This is an optimization exercise on Yosys and OpenROAD, whose aim is small area, a short achievable clock period and few clock cycles, not a production implementation.
At most, simulation tests tie the RTL to the original design; equivalence was not proved.
Power is estimated from default activity; no workload was simulated.

==> flow/design.v (excerpt) <==
module lz77_dec (
    input  wire        clk,
    input  wire        rst,              
    input  wire        start,
    input  wire [15:0] npix,             
    output wire        busy,
    output wire        done,             
    output wire        err,              
    input  wire        in_valid,
    output wire        in_ready,
    input  wire [7:0]  in_byte,
    output wire        out_valid,
    input  wire        out_ready,
    output wire [23:0] out_pixel         
);
==> module lz77_dec, before the edit <==
module lz77_dec (
    input  wire        clk,
    input  wire        rst,              
    input  wire        start,
    input  wire [15:0] npix,             
    output wire        busy,
    output wire        done,             
    output wire        err,              
    input  wire        in_valid,
    output wire        in_ready,
    input  wire [7:0]  in_byte,
    output wire        out_valid,
    input  wire        out_ready,
    output wire [23:0] out_pixel         
);
    localparam SW_N = 17;
    reg              busy_r;             
    reg              fin;                
    reg              err_r;
    reg              first;              
    reg [15:0]       prem;               
    reg [3:0]        rs;                 
    reg              t_v;                
    reg              t_copy;             
    reg [3:0]        t_val;              
    reg [3:0]        t_rem;              
    reg [2:0]        t_n;                
    reg              t_err;              
    reg              t_more;             
    reg [7:0]        q;                  
    reg              q_v;
    reg [4*SW_N-1:0] sw;                 
    reg [2:0]        ph3;                
    reg              ov;
    assign done      = busy_r && fin && !ov;
    assign busy      = busy_r && !done;
    assign err       = err_r;
    assign out_valid = ov;
    reg [11:0] pix;
    always @* begin
        pix = ({12{ph3[0]}} & {sw[4*14 +: 4], sw[4*15 +: 4], sw[4*16 +: 4]})
            | ({12{ph3[1]}} & {sw[4*13 +: 4], sw[4*14 +: 4], sw[4*15 +: 4]})
            | ({12{ph3[2]}} & {sw[4*12 +: 4], sw[4*13 +: 4], sw[4*14 +: 4]});
    end
    assign out_pixel = {pix[11:8], 4'h0, pix[7:4], 4'h0, pix[3:0], 4'h0};
    wire       t_last = (t_rem <= 4'd3);
    wire [1:0] n      = {t_n[2] | t_n[1], t_n[2] | t_n[0]};
    wire [4*18-1:0] ws = {sw[4*15 +: 4], sw};
    wire [4*10-1:0] s8 = t_val[3] ? ws[4*8 +: 40] : ws[0 +: 40];
    wire [4*6-1:0]  s4 = t_val[2] ? s8[4*4 +: 24] : s8[0 +: 24];
    wire [4*4-1:0]  s2 = t_val[1] ? s4[4*2 +: 16] : s4[0 +: 16];
    wire [4*3-1:0]  s1 = t_val[0] ? s2[4*1 +: 12] : s2[0 +: 12];
    wire [3:0] x0 = t_copy ? s1[0 +: 4] : t_val;
    wire [3:0] x1 = s1[4 +: 4];
    wire [3:0] x2 = s1[8 +: 4];
    wire out_ok = !ov || out_ready;      
    wire go     = busy_r && !fin && t_v && out_ok;
    wire dec    = busy_r && !fin && t_v && !t_err && out_ok;   
    wire t_free = !t_v || (go && (t_last || t_err));
    assign in_ready = busy_r && !fin && !q_v && (!t_v || t_more);
    wire take_in = in_valid && in_ready;
    wire take_cmd = start && !busy;
    wire [1:0] ph  = {ph3[2], ph3[1]};
    wire [2:0] tot = {1'b0, ph} + {1'b0, n};
    wire       pix_done = dec && (ph3[2] || (ph3[1] && !t_n[0]) || (ph3[0] && t_n[2]));
    wire [2:0] ph3_n = t_n[0] ? {ph3[1:0], ph3[2]}
                     : t_n[1] ? {ph3[0], ph3[2:1]} : ph3;
    wire [15:0] prem_c = {prem[15:3], 3'd0};
    reg  [3:0]  rs_sat;
    always @* begin
        rs_sat = 4'd15;
        if (prem_c == 16'd0 && prem[2:0] == 3'd5)
            rs_sat = 4'd15 - {1'b0, tot};
        else if (prem_c == 16'd0 && prem[2:0] == 3'd6 && tot[2])
            rs_sat = tot[0] ? 4'd13 : 4'd14;
    end
    wire [3:0]  rs_d = (rs == 4'd15) ? rs_sat : rs - {2'b00, n};
    reg  [3:0]  rs_s;                    
    always @* begin
        case (npix[2:0])
            3'd0:    rs_s = 4'd0;
            3'd1:    rs_s = 4'd3;
            3'd2:    rs_s = 4'd6;
            3'd3:    rs_s = 4'd9;
            3'd4:    rs_s = 4'd12;
            default: rs_s = 4'd15;
        endcase
        if (npix[15:3] != 13'd0)
            rs_s = 4'd15;
    end
    wire [7:0] nb = q_v ? q : in_byte;
    wire [3:0] k_oh    = t_v ? {t_n, 1'b0} : 4'b0001;   
    wire [4:0] len0    = {2'b00, nb[6:4]} + 5'd2;
    wire [4:0] rs5     = {1'b0, rs};
    wire [3:0] gt_k    = {len0 + 5'd3 > rs5, len0 + 5'd2 > rs5,
                          len0 + 5'd1 > rs5, len0 > rs5};
    wire [3:0] lt_k    = {len0 + 5'd3 < rs5, len0 + 5'd2 < rs5,
                          len0 + 5'd1 < rs5, len0 < rs5};
    wire [3:0] llt_k   = {rs5 > 5'd4, rs5 > 5'd3, rs5 > 5'd2, rs5 > 5'd1};
    wire       first_a = first && !t_v;
    wire       nb_gt   = |(gt_k & k_oh);        
    wire       nb_lt   = |(lt_k & k_oh);        
    wire       lit_lt  = |(llt_k & k_oh);       
    always @(posedge clk) begin
        if (dec) begin
            if (first)
                sw <= {SW_N{t_val}};
            else
                sw <= ({4*SW_N{t_n[0]}} & {x0, sw[4*SW_N-1:4]})
                    | ({4*SW_N{t_n[1]}} & {x1, x0, sw[4*SW_N-1:8]})
                    | ({4*SW_N{t_n[2]}} & {x2, x1, x0, sw[4*SW_N-1:12]});
        end
        if (take_in && !(t_free && !q_v))
            q <= in_byte;
        if (t_free) begin
            t_copy <= nb[7];
            t_val  <= nb[7] ? nb[3:0] : nb[6:3];
            t_rem  <= nb[7] ? {1'b0, nb[6:4]} + 4'd2 : 4'd1;
            t_n    <= !nb[7] ? 3'b001 : (nb[6:4] == 3'd0) ? 3'b010 : 3'b100;
            t_err  <= nb[7] && (first_a || nb_gt);
            t_more <= nb[7] ? (!first_a && nb_lt) : lit_lt;
        end else if (go) begin
            t_rem  <= t_rem - 4'd3;
            t_n    <= (t_rem == 4'd4) ? 3'b001 : (t_rem == 4'd5) ? 3'b010 : 3'b100;
        end
    end
    always @(posedge clk) begin
        if (rst) begin
            busy_r <= 1'b0;
            fin    <= 1'b0;
            err_r  <= 1'b0;
            first  <= 1'b0;
            prem   <= 16'd0;
            rs     <= 4'd0;
            t_v    <= 1'b0;
            q_v    <= 1'b0;
            ph3    <= 3'b001;
            ov     <= 1'b0;
        end else begin
            if (ov && out_ready)
                ov <= 1'b0;
            if (pix_done)
                ov <= 1'b1;
            if (take_cmd) begin
                busy_r <= 1'b1;
                fin    <= (npix == 16'd0);
                err_r  <= 1'b0;
                first  <= 1'b1;
                prem   <= npix;
                rs     <= rs_s;
                t_v    <= 1'b0;
                q_v    <= 1'b0;
                ph3    <= 3'b001;
            end else begin
                if (done)
                    busy_r <= 1'b0;
                if (go) begin
                    if (t_err) begin
                        err_r <= 1'b1;
                        fin   <= 1'b1;
                    end else begin
                        first <= 1'b0;
                        ph3   <= ph3_n;
                        if (pix_done)
                            prem <= prem - 16'd1;
                        rs    <= rs_d;
                        if (rs == {2'b00, n})
                            fin <= 1'b1;
                    end
                end
                if (t_free) begin
                    t_v <= q_v || take_in;
                    q_v <= 1'b0;
                end else if (take_in) begin
                    q_v <= 1'b1;
                end
            end
        end
    end
endmodule
Settings: LEC_CHECK=0, CAP_MARGIN=20, CORE_MARGIN=2, CORE_UTILIZATION=40, CTS_BUF_LIST=sky130_fd_sc_hd__clkbuf_8, CTS_CLUSTER_SIZE=30, SETUP_SLACK_MARGIN=5, SLEW_MARGIN=20; clock period 8.0 ns.
standard.sh (not shown) runs the stock make flow with config.mk's settings and CLKGATE_MAP_FILE= SYNTH_SCRIPT=/design/flow/synth_recipe.tcl, a recipe that flattens the netlist after the stock synthesis.
==> flow/flow/run.sh <==
#!/bin/bash
# The standard layout, with plain buffers (buf_2) on the ports instead of
# the delay-cell buffers that buffer_ports picks by default. The whole
# make output goes to standard.log; ORFS keeps each step's log under orfs/logs.
set -euo pipefail
export BUFFER_PORTS_ARGS="-buffer_cell sky130_fd_sc_hd__buf_2"
bash standard.sh > standard.log 2>&1
Then changed:
--- a/flow/design.v
+++ b/flow/design.v
@@ -37,10 +37,5 @@
     assign err       = err_r;
     assign out_valid = ov;
-    reg [11:0] pix;
-    always @* begin
-        pix = ({12{ph3[0]}} & {sw[4*14 +: 4], sw[4*15 +: 4], sw[4*16 +: 4]})
-            | ({12{ph3[1]}} & {sw[4*13 +: 4], sw[4*14 +: 4], sw[4*15 +: 4]})
-            | ({12{ph3[2]}} & {sw[4*12 +: 4], sw[4*13 +: 4], sw[4*14 +: 4]});
-    end
+    reg [11:0] pix;                      
     assign out_pixel = {pix[11:8], 4'h0, pix[7:4], 4'h0, pix[3:0], 4'h0};
     wire       t_last = (t_rem <= 4'd3);
@@ -64,4 +59,7 @@
     wire [2:0] tot = {1'b0, ph} + {1'b0, n};
     wire       pix_done = dec && (ph3[2] || (ph3[1] && !t_n[0]) || (ph3[0] && t_n[2]));
+    wire [11:0] pix_n = ({12{ph3[0]}} & {x0, x1, x2})
+                      | ({12{ph3[1]}} & {sw[4*16 +: 4], x0, x1})
+                      | ({12{ph3[2]}} & {sw[4*15 +: 4], sw[4*16 +: 4], x0});
     wire [2:0] ph3_n = t_n[0] ? {ph3[1:0], ph3[2]}
                      : t_n[1] ? {ph3[0], ph3[2:1]} : ph3;
@@ -91,16 +89,15 @@
     wire [7:0] nb = q_v ? q : in_byte;
     wire [3:0] k_oh    = t_v ? {t_n, 1'b0} : 4'b0001;   
-    wire [4:0] len0    = {2'b00, nb[6:4]} + 5'd2;
     wire [4:0] rs5     = {1'b0, rs};
-    wire [3:0] gt_k    = {len0 + 5'd3 > rs5, len0 + 5'd2 > rs5,
-                          len0 + 5'd1 > rs5, len0 > rs5};
-    wire [3:0] lt_k    = {len0 + 5'd3 < rs5, len0 + 5'd2 < rs5,
-                          len0 + 5'd1 < rs5, len0 < rs5};
-    wire [3:0] llt_k   = {rs5 > 5'd4, rs5 > 5'd3, rs5 > 5'd2, rs5 > 5'd1};
+    wire [4:0] thr     = ({5{k_oh[0]}} & (rs5 - 5'd2)) | ({5{k_oh[1]}} & (rs5 - 5'd3))
+                       | ({5{k_oh[2]}} & (rs5 - 5'd4)) | ({5{k_oh[3]}} & (rs5 - 5'd5));
+    wire       thr_neg = thr[4];
     wire       first_a = first && !t_v;
-    wire       nb_gt   = |(gt_k & k_oh);        
-    wire       nb_lt   = |(lt_k & k_oh);        
-    wire       lit_lt  = |(llt_k & k_oh);       
+    wire       nb_gt   = thr_neg || (!thr[3] && nb[6:4] > thr[2:0]);    
+    wire       nb_lt   = !thr_neg && (thr[3] || nb[6:4] < thr[2:0]);    
+    wire       lit_lt  = !thr_neg;                                      
     always @(posedge clk) begin
+        if (pix_done)
+            pix <= pix_n;
         if (dec) begin
             if (first)
Effect:
- The changed run finished clean
- first-iteration DRC count is lower by 11%
- sequential power is higher by 9.5%
- clock power is higher by about 12%
- cell count is lower by 2.7%
- final area hardly moves
- fmax is higher by 8.6%
- clock skew barely changes
- register-to-register slack gets better by 0.09 ns
- power is higher by about 7%
- die area is higher by about 4%
- core utilization is lower by 2.0 points
- worst hold slack gets better by 0.010 ns
- non-clock buffer count is lower by 31
Testbench counts after the change, summed over its fixed seeds: cycles 47,934.
For the first run of this note, only the layout was checked, not whether the RTL still works.

static timing again, ports no longer ideal:
How much do the figures lean on ideal ports? The routed layouts below were timed once more, with nothing changed but the port constraints. Step 1 assumes that a clkbuf_16 drives the clock port and a buf_2 every other input. Step 2 adds t to the input delays and takes it off the output delays; t is the mean of the earliest and latest rising clock arrival at the registers after step 1. Input paths then give back, and output paths get back, about the clock's delay inside the block. Three values: ideal ports, drivers, drivers and shift; two values: the first two.
| run | shift t [ns] | setup WS [ns] | hold WS [ns] | slew at the worst register clock pin (ns) |
|---|---|---|---|---|
| the first run | 0.490 | 4.707 / 4.667 / 4.244 | 0.480 / 0.480 / 0.480 | 0.09 / 0.09 |
| the second run | 0.505 | 4.968 / 4.929 / 4.680 | 0.491 / 0.491 / 0.491 | 0.09 / 0.09 |
After both steps every run listed still meets setup and hold. The setup slack of the first run, which loses most, moves by -0.040 ns with the drivers and by -0.463 ns with both steps.
